Context: an optimization exercise on an open-source flow, tuned for small area, a short achievable clock period and few clock cycles. The choices shown serve that exercise and are no tape-out recipe. Only simulation tests tie the RTL to the original design; equivalence was not proved. No activity file was given, so power comes from the tool's default toggle rates.

==> run a <==
Design video_entropy_coder, start of the top module:
module video_entropy_coder (
    input  wire        clk,
    input  wire        rst,
    input  wire        cmd_valid,
    output wire        cmd_ready,
    input  wire [31:0] cmd,
    input  wire        coef_valid,
    output wire        coef_ready,
    input  wire [15:0] coef,
    output reg         tok_valid,
    output reg  [2:0]  tok_kind,
    output reg  [20:0] tok_val,
    output reg  [5:0]  tok_run,
    output reg  [3:0]  tok_len,
    output reg         tok_tab,
    output reg         diag_valid
);
clock: 11.0 ns
lec_check: 0
cap_margin: 20
core_margin: 2
core_utilization: 55
cts_cluster_diameter: 80
cts_cluster_size: 24
place_density: 0.7
slew_margin: 20
standard.sh (not shown) runs the stock make flow with config.mk's settings and CLKGATE_MAP_FILE= SYNTH_SCRIPT=/design/flow/synth_recipe.tcl, a recipe that flattens the netlist after the stock synthesis.
==> flow/flow/run.sh <==
#!/bin/bash
# The standard layout (the standard.sh: ORFS synthesis to final layout,
# unchanged), with the setup timing repair aimed below the design's clock
# period: repair_timing is asked for SETUP_SLACK_MARGIN ns of setup slack at
# the design's clock and constraints. The SDC is not changed.
set -o pipefail
export SETUP_SLACK_MARGIN=7.7
bash standard.sh > standard.log 2>&1
==> run b: changes against run a <==
--- a/flow/design.v
+++ b/flow/design.v
@@ -77,15 +77,14 @@
         else if (r1)
             c_rdy <= 1'b1;
         else
             c_rdy <= st_idle_nx;
     end
     reg [15:0] wb0, wb1;
     reg        wz0, wz1;           
-    reg        hz;                 
     reg        wwp, wrp;           
     reg [1:0]  wcount;
     reg        cready;
     wire       wfire = coef_valid & cready;
     wire       wtake;
     wire       w0v = (wcount != 2'd0);
     wire [15:0] w0d = wrp ? wb1 : wb0;
@@ -103,18 +102,14 @@
             wwp    <= 1'b0;
             wrp    <= 1'b0;
             wcount <= 2'd0;
             cready <= 1'b1;
         end else begin
             if (wfire) wwp <= ~wwp;
             if (wtake) wrp <= ~wrp;
-            if ((wcount == 2'd0) | ((wcount == 2'd1) & wtake))
-                hz <= |coef;
-            else if (wtake)
-                hz <= wrp ? wz0 : wz1;
             case ({wfire, wtake})
                 2'b10:   wcount <= wcount + 2'd1;
                 2'b01:   wcount <= wcount - 2'd1;
                 default: ;
             endcase
             cready <= ~((wcount[1] | (wcount[0] & wfire)) & ~wtake);
         end
@@ -126,15 +121,15 @@
     reg         afull;             
     reg [63:0]  a_pend;            
     reg [63:0]  s_pend;            
     reg         s_full;            
     reg         s_active;          
     reg         rel0;              
     reg         alt, ivlc, quiet;
-    wire        wnz   = hz;
+    wire        wnz   = wrp ? wz1 : wz0;
     wire [7:0]  c_hi1 = 8'd1 << cnt[5:3];
     wire [7:0]  c_lo1 = 8'd1 << cnt[2:0];
     wire [7:0]  c_hit = ~({8{1'b1}} << cnt[5:3]);         
     wire [7:0]  c_lot = ~({8{1'b1}} << cnt[2:0]);
     wire [63:0] wsel, c_therm;
     generate
         for (q = 0; q < 64; q = q + 1) begin : g_dec
==> flow/flow/run.sh (replaced) <==
#!/bin/bash
# The standard layout (the standard.sh: ORFS synthesis to final layout,
# unchanged), with the setup timing repair aimed below the design's clock
# period: repair_timing is asked for SETUP_SLACK_MARGIN ns of setup slack at
# the design's clock and constraints. The SDC is not changed.
set -o pipefail
export SETUP_SLACK_MARGIN=7.9
bash standard.sh > standard.log 2>&1
==> flow/config.mk (replaced) <==
export PLATFORM = sky130hd
export DESIGN_NAME = video_entropy_coder
export DESIGN_NICKNAME = video_entropy_coder
export VERILOG_FILES = /design/flow/design.v
export SDC_FILE = /design/flow/constraint.sdc
export NUM_CORES = 4
export LEC_CHECK = 0
export CAP_MARGIN = 20
export CORE_MARGIN = 2
export CORE_UTILIZATION = 65
export CTS_CLUSTER_DIAMETER = 80
export CTS_CLUSTER_SIZE = 24
export PLACE_DENSITY = 0.8
export SLEW_MARGIN = 20
==> run c: changes against run a <==
--- a/flow/design.v
+++ b/flow/design.v
@@ -77,15 +77,14 @@
         else if (r1)
             c_rdy <= 1'b1;
         else
             c_rdy <= st_idle_nx;
     end
     reg [15:0] wb0, wb1;
     reg        wz0, wz1;           
-    reg        hz;                 
     reg        wwp, wrp;           
     reg [1:0]  wcount;
     reg        cready;
     wire       wfire = coef_valid & cready;
     wire       wtake;
     wire       w0v = (wcount != 2'd0);
     wire [15:0] w0d = wrp ? wb1 : wb0;
@@ -103,18 +102,14 @@
             wwp    <= 1'b0;
             wrp    <= 1'b0;
             wcount <= 2'd0;
             cready <= 1'b1;
         end else begin
             if (wfire) wwp <= ~wwp;
             if (wtake) wrp <= ~wrp;
-            if ((wcount == 2'd0) | ((wcount == 2'd1) & wtake))
-                hz <= |coef;
-            else if (wtake)
-                hz <= wrp ? wz0 : wz1;
             case ({wfire, wtake})
                 2'b10:   wcount <= wcount + 2'd1;
                 2'b01:   wcount <= wcount - 2'd1;
                 default: ;
             endcase
             cready <= ~((wcount[1] | (wcount[0] & wfire)) & ~wtake);
         end
@@ -126,15 +121,15 @@
     reg         afull;             
     reg [63:0]  a_pend;            
     reg [63:0]  s_pend;            
     reg         s_full;            
     reg         s_active;          
     reg         rel0;              
     reg         alt, ivlc, quiet;
-    wire        wnz   = hz;
+    wire        wnz   = wrp ? wz1 : wz0;
     wire [7:0]  c_hi1 = 8'd1 << cnt[5:3];
     wire [7:0]  c_lo1 = 8'd1 << cnt[2:0];
     wire [7:0]  c_hit = ~({8{1'b1}} << cnt[5:3]);         
     wire [7:0]  c_lot = ~({8{1'b1}} << cnt[2:0]);
     wire [63:0] wsel, c_therm;
     generate
         for (q = 0; q < 64; q = q + 1) begin : g_dec
==> run notes <==
- Routed wire length, highest first: run c, run a, run b.
- Final area: run b is higher than run c (about 1%).
- Of run c and run b, run b has the higher first-iteration DRC count (gap about 9%, measured against run b).
- Core utilization is about the same in run a and run c.
- Of run a and run c, run a has the higher combinational power (gap about 20%, measured against run c).
- Between run a and run c, the lower cell count is in run c (gap about 1%, measured against run c).
- The highest die area belongs to run a, the lowest to run b.
- In critical path depth, run b and run c do not differ.
- Between run a and run b, the lower sequential cell count is in run b (gap 1).
- Of run b and run a, run a has the higher synthesized cell count (gap about 1.1%, measured against run a).
Testbench counts of run a, summed over its fixed seeds: cycles 99,164.
Testbench counts of run b, summed over its fixed seeds: cycles 99,164.
Testbench counts of run c, summed over its fixed seeds: cycles 99,164.

-- static timing again, ports no longer ideal --
The results above use ideal ports. As a check the final layouts listed here were re-extracted and re-timed, cells and wires unchanged. Step 1 sets driving cells, clkbuf_16 on the clock port and buf_2 on the other inputs (assumed; they add their load-dependent delay and slew). Step 2 also shifts input and output timing later by t, the mid clock arrival at the registers, as if the neighbouring blocks saw the same clock. a / b / c = ideal / step 1 / step 2; a / b = the first two.
run | shift t [ns] | setup WS [ns] | worst setup path at the end | slew at the worst register clock pin (ns) | worst data-port slew with drivers (ns)
run a | 0.802 | 7.551 / 7.478 / 6.995 | input to register | 0.11 / 0.11 | 0.04
run b | 0.762 | 7.604 / 7.535 / 6.992 | input to register | 0.11 / 0.11 | 0.06
run c | 0.752 | 7.626 / 7.550 / 7.030 | input to register | 0.10 / 0.10 | 0.05
After both steps every run listed still meets setup and hold. The setup slack of run b, which loses most, moves by -0.069 ns with the drivers and by -0.612 ns with both steps.
